This is an optimization exercise on Yosys and OpenROAD, whose aim is small area, a short achievable clock period and few clock cycles per item, not a production implementation. Only simulation tests tie the RTL to the original design; equivalence was not proved. No activity file was given, so power comes from the tool's default toggle rates.

==> flow/design.v <==
module huf_codegen #(
    parameter N  = 16,                  
    parameter FW = 16                   
) (
    input  wire                     clk,
    input  wire                     rst,         
    input  wire                     in_valid,
    output wire                     in_ready,
    input  wire [FW-1:0]            in_freq,
    output wire                     out_valid,
    input  wire                     out_ready,
    output wire [$clog2(N)-1:0]     out_sym,
    output wire [$clog2(N)-1:0]     out_len,
    output wire [N-2:0]             out_code
);
    localparam SW  = $clog2(N);         
    localparam KW  = FW + SW;           
    localparam CW  = N - 1;             
    localparam [KW-1:0] INF  = {KW{1'b1}};
    localparam [FW:0]   AINF = {1'b1, {FW{1'b0}}};
    localparam H1  = 5;                 
    localparam H2  = 10;                
    integer i, ia, ib, iv, j1, j2, j3;
    function automatic f_le(input [KW-1:0] a, input [KW-1:0] b);
        reg c;
        integer k;
        begin
            c = 1'b0;
            for (k = 0; k < KW; k = k + 1)
                c = (~b[k] & a[k]) | ((~b[k] | a[k]) & c);
            f_le = ~c;
        end
    endfunction
    reg  [FW-1:0] in_q;
    reg           ins_v;                
    reg  [SW:0]   ains;                 
    reg  [SW:0]   akc;                  
    reg  [N-1:0]  aocc;                 
    reg           in_rdy;               
    wire ins_go  = ins_v && !ains[SW];
    assign in_ready = in_rdy;
    wire accept  = in_valid && in_rdy;
    wire ins_nz  = (in_q != 0);
    reg  [FW:0]   akey [0:N-1];
    reg  [SW-1:0] atag [0:N-1];
    reg  [FW:0]   akey_n [0:N-1];
    reg  [SW-1:0] atag_n [0:N-1];
    reg  [N:0]    ale;
    wire [FW:0]   av   = ins_nz ? {1'b0, in_q} : AINF;
    wire [SW-1:0] avt  = ains[SW-1:0];
    wire          acomp = ains[SW] || (ins_v && ains == N - 1);
    wire [SW:0]   akfin = akc + (ins_go && ins_nz);
    reg  [KW-1:0] bkey [0:N-1];
    reg  [SW-1:0] btag [0:N-1];
    reg  [KW-1:0] bsum;                 
    reg           bact;                 
    reg  [SW-1:0] bsteps;               
    reg  [SW-1:0] bm;                   
    reg           bmy;                  
    reg  [SW-1:0] bnm;                  
    reg           bcur;                 
    reg           bufv [0:1];           
    reg           bufd [0:1];           
    reg  [SW-1:0] nm   [0:1];           
    reg  [SW-1:0] lgx  [0:1][0:CW-1];
    reg  [SW-1:0] lgy  [0:1][0:CW-1];
    reg  [SW-1:0] isym;                 
    reg           obuf;                 
    wire          bnext = ~bcur;
    wire          bfree = !bufv[bnext];
    wire          bload = acomp && (!bact || bsteps == 1) && bfree;
    wire          a_room = bload || !(ains[SW] || (ins_go && ains == N - 1));
    wire [KW-1:0] a12  = {{(SW-1){1'b0}}, akey[1]} + {{(SW-1){1'b0}}, akey[2]};
    wire [KW-1:0] a1v  = {{(SW-1){1'b0}}, akey[1]} + {{(SW-1){1'b0}}, ins_go ? av : akey[0]};
    wire [KW-1:0] b23  = bkey[2] + bkey[3];
    wire [KW-1:0] b2s  = bkey[2] + bsum;
    reg  [N+1:0]  ble;
    reg  [KW-1:0] bkey_n [0:N-1];
    reg  [SW-1:0] btag_n [0:N-1];
    reg  [KW-1:0] bsum_n;
    always @(*) begin
        for (ia = 0; ia < N; ia = ia + 1)
            ale[ia] = !aocc[ia] || f_le({{(SW-1){1'b0}}, akey[ia]}, {{(SW-1){1'b0}}, av});
        ale[N] = 1'b0;
        for (ia = 0; ia < N; ia = ia + 1) begin
            akey_n[ia] = akey[ia];
            atag_n[ia] = atag[ia];
            if (ins_go) begin
                if (ale[ia + 1]) begin
                    akey_n[ia] = akey[(ia + 1) % N];
                    atag_n[ia] = atag[(ia + 1) % N];
                end else if (ale[ia]) begin
                    akey_n[ia] = av;
                    atag_n[ia] = avt;
                end
            end
        end
        ble = 0;
        for (ib = 2; ib < N; ib = ib + 1)
            ble[ib] = f_le(bkey[ib], bsum);
        ble[1] = 1'b1;
        for (ib = 0; ib < N; ib = ib + 1) begin
            if (bload) begin
                bkey_n[ib] = akey_n[ib][FW] ? INF : {{SW{1'b0}}, akey_n[ib][FW-1:0]};
                btag_n[ib] = atag_n[ib];
            end else if (ble[ib + 2]) begin
                bkey_n[ib] = (ib + 2 < N) ? bkey[(ib + 2) % N] : INF;
                btag_n[ib] = btag[(ib + 2) % N];
            end else if (ble[ib + 1]) begin
                bkey_n[ib] = bsum;
                btag_n[ib] = btag[0];
            end else begin
                bkey_n[ib] = (ib + 1 < N) ? bkey[(ib + 1) % N] : INF;
                btag_n[ib] = btag[(ib + 1) % N];
            end
        end
        if (bload)
            bsum_n = ({KW{ins_go && ale[2]}} & a12) | ({KW{!(ins_go && ale[2])}} & a1v);
        else
            bsum_n = ({KW{ble[3]}} & b23) | ({KW{!ble[3]}} & b2s);
    end
    always @(posedge clk) begin
        for (i = 0; i < N; i = i + 1) begin
            akey[i] <= akey_n[i];
            atag[i] <= atag_n[i];
            bkey[i] <= bkey_n[i];
            btag[i] <= btag_n[i];
        end
        bsum <= bsum_n;
        if (ins_go || !ins_v)
            in_q <= in_freq;
        if (bact) begin
            lgx[bcur][bm] <= btag[0];
            lgy[bcur][bm] <= bmy ? btag[1] : btag[0];
        end
        if (bact && bsteps == 1)
            nm[bcur] <= bnm;
    end
    reg  [2:0]    oc;                   
    reg  [SW-1:0] osym;                 
    reg  [SW-1:0] q_len  [0:2];
    reg  [CW-1:0] q_code [0:2];
    reg           s1_v, s1_buf;
    reg  [SW-1:0] s1_t;
    reg  [H1:0]   s1_r;                 
    reg           s2_v, s2_buf;
    reg  [SW-1:0] s2_t;
    reg  [H2:0]   s2_r;                 
    wire pop    = oc[0] && out_ready;
    reg  [SW-1:0] ql_p [0:2], ql_h [0:2];
    reg  [CW-1:0] qc_p [0:2], qc_h [0:2];
    wire room_r = !oc[0] || !oc[1] ||
                  (!oc[2] && !(s1_v && s2_v)) ||
                  (oc[2] && !s1_v && !s2_v);
    wire room_n = !oc[0] ||
                  (!oc[1] && !(s1_v && s2_v)) ||
                  (!oc[2] && !s1_v && !s2_v);
    wire issue_r = bufd[obuf] && room_r;
    wire issue_n = bufd[obuf] && room_n;
    wire last_i  = (isym == N - 1);
    wire [2:0] oc_n = s2_v ? {oc[1:0], 1'b1} : oc;
    wire [2:0] oc_r = !oc[0] ? oc_n : s2_v ? oc : {1'b0, oc[2:1]};
    reg           bufv_b [0:1];
    reg           bufd_b [0:1];
    always @(*) begin
        for (iv = 0; iv < 2; iv = iv + 1) begin
            bufv_b[iv] = bufv[iv] || (bload && bnext == iv);
            bufd_b[iv] = bufd[iv] || (bact && bsteps == 1 && bcur == iv);
        end
    end
    reg  [SW-1:0] t1, t2, t3;
    reg  [CW:0]   r1, r2, r3;
    reg           h1, h2, h3;
    reg  [SW-1:0] f_len;
    reg  [CW-1:0] f_code;
    always @(*) begin
        t1 = isym;
        r1 = {1'b1, {CW{1'b0}}};
        for (j1 = 0; j1 < H1; j1 = j1 + 1) begin
            h1 = (j1 < nm[obuf]) && (t1 == lgx[obuf][j1] || t1 == lgy[obuf][j1]);
            if (h1)
                r1 = {t1 != lgx[obuf][j1], r1[CW:1]};
            if ((j1 < nm[obuf]) && t1 == lgy[obuf][j1])
                t1 = lgx[obuf][j1];
        end
    end
    always @(*) begin
        t2 = s1_t;
        r2 = {s1_r, {(CW-H1){1'b0}}};
        for (j2 = H1; j2 < H2; j2 = j2 + 1) begin
            h2 = (j2 < nm[s1_buf]) && (t2 == lgx[s1_buf][j2] || t2 == lgy[s1_buf][j2]);
            if (h2)
                r2 = {t2 != lgx[s1_buf][j2], r2[CW:1]};
            if ((j2 < nm[s1_buf]) && t2 == lgy[s1_buf][j2])
                t2 = lgx[s1_buf][j2];
        end
    end
    always @(*) begin
        t3 = s2_t;
        r3 = {s2_r, {(CW-H2){1'b0}}};
        for (j3 = H2; j3 < CW; j3 = j3 + 1) begin
            h3 = (j3 < nm[s2_buf]) && (t3 == lgx[s2_buf][j3] || t3 == lgy[s2_buf][j3]);
            if (h3)
                r3 = {t3 != lgx[s2_buf][j3], r3[CW:1]};
            if ((j3 < nm[s2_buf]) && t3 == lgy[s2_buf][j3])
                t3 = lgx[s2_buf][j3];
        end
        f_len  = 0;
        f_code = 0;
        for (j3 = CW; j3 >= 0; j3 = j3 - 1)
            if (r3[j3]) begin
                f_len  = CW - j3;
                f_code = r3 >> (j3 + 1);
            end
        for (j3 = 0; j3 < 3; j3 = j3 + 1) begin
            ql_h[j3] = q_len[j3];
            qc_h[j3] = q_code[j3];
            if (s2_v && !oc[j3] && (j3 == 0 || oc[(j3 + 2) % 3])) begin
                ql_h[j3] = f_len;
                qc_h[j3] = f_code;
            end
            ql_p[j3] = ql_h[j3];
            qc_p[j3] = qc_h[j3];
            if (oc[0]) begin
                if (s2_v && oc[j3] && (j3 == 2 || !oc[(j3 + 1) % 3])) begin
                    ql_p[j3] = f_len;
                    qc_p[j3] = f_code;
                end else if (j3 < 2) begin
                    ql_p[j3] = q_len[(j3 + 1) % 3];
                    qc_p[j3] = q_code[(j3 + 1) % 3];
                end
            end
        end
    end
    assign out_valid = oc[0];
    assign out_sym   = osym;
    assign out_len   = q_len[0];
    assign out_code  = q_code[0];
    always @(posedge clk) begin
        s1_t   <= t1;
        s1_r   <= r1[CW:CW-H1];
        s1_buf <= obuf;
        s2_t   <= t2;
        s2_r   <= r2[CW:CW-H2];
        s2_buf <= s1_buf;
        for (i = 0; i < 3; i = i + 1) begin
            q_len[i]  <= out_ready ? ql_p[i] : ql_h[i];
            q_code[i] <= out_ready ? qc_p[i] : qc_h[i];
        end
        if (rst) begin
            ins_v  <= 1'b0;
            in_rdy <= 1'b1;
            ains   <= 0;
            akc    <= 0;
            aocc   <= 0;
            bact   <= 1'b0;
            bsteps <= 0;
            bm     <= 0;
            bmy    <= 1'b0;
            bnm    <= 0;
            bcur   <= 1'b1;
            bufv[0] <= 1'b0; bufv[1] <= 1'b0;
            bufd[0] <= 1'b0; bufd[1] <= 1'b0;
            s1_v   <= 1'b0;
            s2_v   <= 1'b0;
            oc     <= 3'b000;
            osym   <= 0;
            isym   <= 0;
            obuf   <= 1'b0;
        end else begin
            ins_v  <= in_valid ? (in_rdy || (ins_v && !ins_go)) : (ins_v && !ins_go);
            in_rdy <= in_valid ? (!(in_rdy || (ins_v && !ins_go)) || a_room)
                               : (!(ins_v && !ins_go) || a_room);
            if (bload) begin
                ains <= 0;
                akc  <= 0;
                aocc <= 0;
            end else if (ins_go) begin
                ains <= ains + 1'b1;
                akc  <= akfin;
                aocc <= {1'b1, aocc[N-1:1]};
            end
            if (bact) begin
                bsteps <= bsteps - 1'b1;
                bm     <= bm + 1'b1;
                if (bsteps == 1)
                    bact <= 1'b0;
            end
            if (bload) begin
                bact        <= 1'b1;
                bcur        <= bnext;
                bm          <= 0;
                bsteps      <= (akfin >= 2) ? akfin - 1'b1 : 1'b1;
                bmy         <= (akfin >= 2);
                bnm         <= (akfin >= 2) ? akfin - 1'b1 : akfin;
            end
            s1_v <= out_ready ? issue_r : issue_n;
            s2_v <= s1_v;
            isym <= out_ready ? isym + issue_r : isym + issue_n;
            obuf <= out_ready ? obuf ^ (issue_r && last_i) : obuf ^ (issue_n && last_i);
            for (i = 0; i < 2; i = i + 1) begin
                bufv[i] <= out_ready ? bufv_b[i] && !(issue_r && last_i && obuf == i)
                                     : bufv_b[i] && !(issue_n && last_i && obuf == i);
                bufd[i] <= out_ready ? bufd_b[i] && !(issue_r && last_i && obuf == i)
                                     : bufd_b[i] && !(issue_n && last_i && obuf == i);
            end
            osym <= out_ready ? osym + oc[0] : osym;
            oc   <= out_ready ? oc_r : oc_n;
        end
    end
endmodule
==> flow/flow/run.sh <==
#!/bin/bash
set -euo pipefail
bash standard.sh SETUP_SLACK_MARGIN=18.55 TNS_END_PERCENT=0 finish > make_finish.log 2>&1
==> flow/standard.sh <==
#!/bin/bash
# synth_recipe.tcl (not shown) runs the flow's synth.tcl, then flattens the netlist and writes it again
# the make line also repeats each setting of config.mk as NAME=value (left out here)
make -C /OpenROAD-flow-scripts/flow DESIGN_CONFIG=/design/flow/config.mk WORK_HOME=/design/flow/orfs CLKGATE_MAP_FILE= SYNTH_SCRIPT=/design/flow/synth_recipe.tcl "${@:-finish}"
==> flow/config.mk <==
export PLATFORM = sky130hd
export DESIGN_NAME = huf_codegen
export DESIGN_NICKNAME = huf_codegen
export VERILOG_FILES = /design/flow/design.v
export SDC_FILE = /design/flow/constraint.sdc
export NUM_CORES = 4
export LEC_CHECK = 0
export CAP_MARGIN = 20
export CORE_MARGIN = 2
export CORE_UTILIZATION = 65
export SLEW_MARGIN = 20
==> flow/constraint.sdc <==
create_clock -name core_clock -period 25.0 [get_ports {clk}]
set_input_delay 5.0000 -clock core_clock [delete_from_list [all_inputs] [get_ports {clk}]]
set_output_delay 5.0000 -clock core_clock [all_outputs]
set_load 0.01 [all_outputs]
==> flow_summary.ini, run 1 <==
[timing]
period_minus_slack_ps = 6680
finClkSkew_ps = 28.3
rsz0062_at_grt = yes
maxSlewViolCount = 0
final.period_utilization_pct = 26.7
fin_tns_setup_ps = 0
hold_violations = 0
timing.fmax_ghz = 0.150
max_slew_margin_pct = 13.5
layout_setup_ws_ps = 18320
tightest_slew_ps = 1290
setup_viol = 0

[yosys]
ys_types = 113
synth_edf_count = 302
netlist_area_sq_mm = 0.0643
synth-seq-area-share_pct = 39.2
synth_cells = 7451
yosys_register_bits = 1106
syn-num-nets = 7606
synth_flop_cell = dfxtp_1
synth_area_leaders = dfxtp_1 25%, edfxtp_1 14%, mux2i_1 5.1%
async_flop_share_pct = 0
syn_area_per_cell_sq_um = 8.62
yosys.area.top_type_share_pct = 25.0
yosysMostFrequentCell = dfxtp_1
synth_top_area_cell = dfxtp_1
yosys-top-cells-count = 804 x dfxtp_1, 645 x a21oi_1, 641 x nor2_1
synth-warning-count = 19

[route]
drt-total-wl_um = 202000
detail_route.wl_per_cell_um = 23.5
detail-route-antenna-nets = 0
dr.pass1.iters = 8
drt_iter0_markers = 7710
drc = 0
via_per_inst = 6.80
via_count = 58600

[die]
die-width_um = 318
core_area_sq_mm = 0.0981
io_pins = 45
core.rowCount = 115
die-height_um = 318
start_util_pct = 65.5
dieArea_sq_mm = 0.101

[clock_network]
clockBufferDepth = 3
clock_tree.root_cell = clkbuf_16
cts_tree = built
htreeDepth = 3
cts_made_buffers = 116
clock-sinks = 1106
hold_buffers = 0
worstSkewPairLatency_ps = 740
clk_pin_slew_ps = 60

[worst_setup_path]
path_cells = clkdlybuf4s50_1
worst_r2r_path_depth = 22
cp.arrival_ps = 1680
cpMaxStageDelayCell = clkdlybuf4s50_1
crit_fanout = 2
criticalPathCategory = flop to output pin
end_kind = output pin
startpoint_type = flop
critical_path_depth = 1
crit_buf_inv = 1
cpPeakStageDelay_ps = 570
worstPathRequired_ps = 20000
crit_family = buffers and inverters

[layout]
multiInputGateArea_sq_mm = 0.0363
regArea_sq_mm = 0.0252
n_antenna_cell = 0
syn_to_final_growth_pct = 9.65
fin_area_sq_mm = 0.0705
layout-drive-gt1-share_pct = 10.1
fin_nets = 7394
fin_cells = 8628
nFillCells = 7574

[global_route]
grt_pass1_vias = 55900
grtUsageTotal_pct = 38.4
grt_max_degree = 125
gr-total-overflow = 0
grt_pass1_wl_um = 315000
antenna_found_initial = 6

[placed_design]
preCtsSetupSlack_ps = 16910
routabilityCongestion = 0.931
dp_hpwl_um = 143000
dp.cells = 8358
placed_cell_area_sq_mm = 0.0653
portBuffers = 44

[status]
status = no timing/DRC/antenna violations

[hold_path]
hp-class = flop to flop
min_path_cells = 2

[power_and_ir_drop]
irDropWorstVdd_mv = 0.0763
finalPower_mw = 4.51
power_density_mw_per_mm2 = 64.0
leakagePower_nw = 26.9

[run]
maxCapViolations = 0
## per-layer routing
layer	wire length [um]	up-vias	share of wire (%)	GRT usage (%)
li1	-	27100	-	-
met1	87400	28000	43	55.8
met2	88000	3133	43	58.6
met3	21700	395	11	6.46
met4	5290	0	2.6	11.8
met5	0	-	0	0
## where the power goes
group | internal [mW] | switching, mW
logic | 0.256 | 0.346
clock network | 1.09 | 0.763
registers | 1.95 | 0.102
## path summary, 6_finish.rpt
kind	from	end	slack (ps)
setup reg to reg	obuf	s1_r[1]	18320
hold / removal	q_code[2][1]	q_code[2][1]	440
setup / recovery	q_code[0][7]	out_code[7]	18320
hold reg to reg	q_code[2][1]	q_code[2][1]	440
## metrics by stage
step	util [%]	hold WS (ps)
after detailed placement	66.5	430
after floorplan	-	339
after global routing	71.8	462
after CTS	71.3	439
final	71.8	440
after global placement	66.5	427
## flip-flops by register name, indices dropped and copies added, names as in the netlist, 20 cells and up
| signal | count |
|---|---|
| lgx | 120 |
| lgy | 120 |
| btag | 64 |
| bsum | 20 |
| q_code | 45 |
| bkey | 277 |
| atag | 64 |
| akey | 272 |
## placed cells by master (no fill, tap or decap), types with 60 or more instances in the layout
master	n
a211oi_1	86
a21o_1	76
a21oi_1	637
a221oi_1	73
a22oi_1	92
a31oi_1	60
buf_4	171
clkbuf_16	120
dfxtp_1	793
edfxtp_1	302
ha_1	130
inv_1	320
maj3_1	198
mux2_2	135
mux2i_1	314
nand2_1	618
nand2b_1	103
nand3_1	108
nor2_1	629
nor2b_1	103
nor3_1	84
o211ai_1	130
o21ai_0	465
o22ai_1	293
o32ai_1	65
xnor2_1	109
xor2_1	66
## kinds of logic after synthesis
kind of cell,after synthesis,synth area share [%]
XOR/XNOR,179,2.45
AND/OR/NAND/NOR,1943,13.8
AO/OA/AOI/OAI,2507,25.5
flip-flops,1106,39.2
buffers and inverters,899,5.44
adder cells (fa/ha/maj),343,5.94
multiplexers,474,7.73
## area by class of cell
| cell class | count | area share (%) |
|---|---|---|
| Tap cell | 1287 | 2.29 |
| Sequential cell | 1106 | 35.7 |
| Clock buffer | 160 | 4.69 |
| Multi-Input combinational cell | 5451 | 51.6 |
| Timing Repair Buffer | 227 | 2.77 |
| Clock inverter | 60 | 1.14 |
| Inverter | 337 | 1.83 |
## timing repair
action	4_1_cts	5_1_grt
endpoints found under the setup margin	425	649
cloned	5	2
pin swaps	3	10
gates resized for setup	98	58
buffers inserted	13	30
Testbench counts, summed over its fixed seeds: cycles 25,880, tables 1,600.
==> run 2: changes to the inputs <==
==> flow/flow/run.sh (replaced) <==
#!/bin/bash
set -euo pipefail
bash standard.sh SETUP_SLACK_MARGIN=18.55 TNS_END_PERCENT=20 finish > make_finish.log 2>&1
--- a/flow/config.mk
+++ b/flow/config.mk
@@ -7,5 +7,8 @@
 export LEC_CHECK = 0
 export CAP_MARGIN = 20
 export CORE_MARGIN = 2
-export CORE_UTILIZATION = 65
+export CORE_UTILIZATION = 60
+export CTS_BUF_LIST = sky130_fd_sc_hd__clkbuf_16
+export CTS_CLUSTER_DIAMETER = 100
+export CTS_CLUSTER_SIZE = 14
 export SLEW_MARGIN = 20
==> run 2 against run 1 <==
Effect of this change:
- critical endpoint is now out_len[1]
- clock power fell by 29%
- highest routed layer unchanged
- first-iteration DRC count shrank 14%
- critical path depth unchanged
- setup slack got worse by 5.4 ps
- non-clock buffer count increased by 32
- sequential share of layout area increased by 0.55 points
- utilization fell by 6.7 points
- synthesized area unchanged
- total power is 12% lower
==> flow_summary.ini, run 2 <==
[status]
status = no timing/DRC/antenna violations

[worst_setup_path]
crit_buf_inv = 1
startpoint_type = flop
worst_r2r_path_depth = 20
worstPathRequired_ps = 20000
path_cells = clkdlybuf4s50_1
cp.arrival_ps = 1690
criticalPathCategory = flop to output pin
end_kind = output pin
reg2reg_from = bsum[1]
critical_path_depth = 1
cpMaxStageDelayCell = clkdlybuf4s50_1
crit_fanout = 2
crit_family = buffers and inverters
cp-startpoint = q_len[0][1]
cpPeakStageDelay_ps = 580

[die]
start_util_pct = 60.3
core_area_sq_mm = 0.107
die-width_um = 331
core.rowCount = 120
io_pins = 45
dieArea_sq_mm = 0.110
die-height_um = 331

[clock_network]
cts_tree = built
clock_tree.root_cell = clkbuf_16
clock-sinks = 1106
worstSkewPairLatency_ps = 710
clk_pin_slew_ps = 60
hold_buffers = 0
cts_made_buffers = 89
clockBufferDepth = 3
htreeDepth = 3

[route]
drc = 0
detail_route.wl_per_cell_um = 23.7
drt_iter0_markers = 6603
detail-route-antenna-nets = 0
via_count = 57800
drt-total-wl_um = 206000
via_per_inst = 6.65
dr.pass1.iters = 8

[timing]
period_minus_slack_ps = 6690
tightest_slew_ps = 1150
finClkSkew_ps = 32.2
setup_viol = 0
final.period_utilization_pct = 26.8
maxSlewViolCount = 0
rsz0062_at_grt = yes
max_slew_margin_pct = 23.1
timing.fmax_ghz = 0.149
fin_hold_ws_ps = 443
fin_tns_setup_ps = 0
hold_violations = 0

[placed_design]
routabilityCongestion = 0.920
portBuffers = 44
dp_hpwl_um = 147000

[yosys]
syn_area_per_cell_sq_um = 8.62
synth_top_area_cell = dfxtp_1
yosysMostFrequentCell = dfxtp_1
synth_area_leaders = dfxtp_1 25%, edfxtp_1 14%, mux2i_1 5.1%
synth-seq-area-share_pct = 39.2
yosys_register_bits = 1106
ys_types = 113
syn-num-nets = 7606
synth_edf_count = 302
async_flop_share_pct = 0
synth-warning-count = 19
yosys.area.top_type_share_pct = 25.0
yosys-top-cells-count = 804 x dfxtp_1, 645 x a21oi_1, 641 x nor2_1
synth_cells = 7451
synth_flop_cell = dfxtp_1
netlist_area_sq_mm = 0.0643

[layout]
fin_nets = 7398
final_cell_mix = 792 x dfxtp_1, 635 x a21oi_1, 628 x nor2_1
layout-drive-gt1-share_pct = 9.46
largest_reg_flops = 277
biggestRegsByFlops = bkey x277, akey x272
nFillCells = 9030
n_antenna_cell = 0
syn_to_final_growth_pct = 8.01
layout_commonest_cell = dfxtp_1
top_register = bkey

[run]
maxCapViolations = 0

[global_route]
grt_pass1_wl_um = 319000
grtUsageTotal_pct = 36.1
grt_max_degree = 86
gr-total-overflow = 0
grt_pass1_vias = 54800
antenna_found_initial = 5

[power_and_ir_drop]
combPwrFrac_pct = 15.3
switching_share_pct = 28.3
p_switching_mw = 1.13
irDropWorstVdd_mv = 0.0765
internal_power_mw = 2.86
leakagePower_nw = 26.5
power_density_mw_per_mm2 = 57.5
clock_power_share_pct = 33.2
seqPwrFrac_pct = 51.5

[hold_path]
min_path_cells = 2
hp-class = flop to flop
hold_start = q_code[2][1]
-- run 2: cell counts after synthesis --
No cell type changed its count.
-- run 2: per-layer routing --
metal,vias up,track usage (%),wire length (um)
met5,-,0,0
met4,0,10.2,5210
met3,323,4.64,18300
met2,2618,55.2,89600
met1,27800,53.4,93200
li1,27100,-,-
-- run 2: final timing paths --
path                  endpoint  slack (ps)
hold / removal    q_code[2][1]         440
setup / recovery    out_len[1]       18310
setup reg to reg    btag[2][1]       18520
hold reg to reg   q_code[2][1]         440
-- run 2: cell families (layout without fill, tap and decap cells) --
| logic type | after synthesis | after routing | share of synthesized area (%) |
|---|---|---|---|
| compound gates | 2507 | 2510 | 25.5 |
| simple gates | 1943 | 1943 | 13.8 |
| flops | 1106 | 1106 | 39.2 |
| buf+inv | 899 | 731 | 5.44 |
| mux | 474 | 475 | 7.73 |
| fa+ha+maj | 343 | 343 | 5.94 |
| xor+xnor | 179 | 179 | 2.45 |
-- run 2: tightest hold or removal path, cell delays in order (launching register included) --
cell     delay (ps)
dfxtp_1         310
nand2_1          50
nand2_1          40
-- run 2: what timing repair did --
item / 4_1_cts / 5_1_grt
gates resized for setup: 98 / 76
gates cloned: 5 / 3
setup buffers: 26 / 37
endpoints found under the setup margin: 272 / 532
pin swaps: 6 / 12
-- run 2: power by group through the flow --
| stage | combinational, mW | sequential [mW] | clock [mW] |
|---|---|---|---|
| 6_report | 0.610 | 2.05 | 1.32 |
| 5_1_grt | 0.671 | 2.07 | 1.39 |
| 4_1_cts | 0.592 | 2.05 | 1.33 |
| 3_5_place_dp | 0.586 | 2.09 | 0 |
| 3_3_place_gp | 0.573 | 2.09 | 0 |
| 2_1_floorplan | 0.443 | 2.06 | 0 |
-- run 2: layout make-up --
class	instances	area (sq um)	area share, %
clock buffers	90	2250	3.24
clock inverters	45	239	0.344
inverters	337	1280	1.85
multi-input cells	5450	36400	52.4
flip-flops and latches	1106	25200	36.3
well taps	1403	1760	2.53
repair buffers	259	2290	3.30
-- run 2: stage by stage --
step,cells,total power [mW],cell area (sq um),worst slack (ps),utilization (%)
after global placement,8482,2.66,65500,17170,61.4
final,8690,3.99,69400,18310,65.1
after CTS,8649,3.97,68700,18290,64.5
after global routing,8690,4.13,69400,18220,65.1
after detailed placement,8483,2.67,65500,17000,61.4
after floorplan,7451,2.50,64300,18630,-

## port drivers added, routing unchanged
The flow's constraints put no driver on any port. The routed layouts listed below were extracted and timed again, unchanged, in two steps.
Step 1 assumes that a clkbuf_16 drives the clock port and a buf_2 every other input.
Step 2 moves the port delays by t, midway between the first and last clock arrival at a register: inputs arrive t later, outputs are due t later. That takes back most of the time a late clock gives input paths.
Three values: ideal, step 1, step 2; two values: the first two.
run	shift t [ns]	slack for setup (ns)	hold WS [ns]
run 1	0.801	18.316 / 18.240 / 17.602	0.440 / 0.440 / 0.440
run 2	0.766	18.310 / 18.234 / 17.752	0.443 / 0.443 / 0.443
After both steps setup and hold are still met in every run listed. For run 1, which loses most, drivers alone change the setup slack by -0.076 ns; drivers and shift together by -0.714 ns.
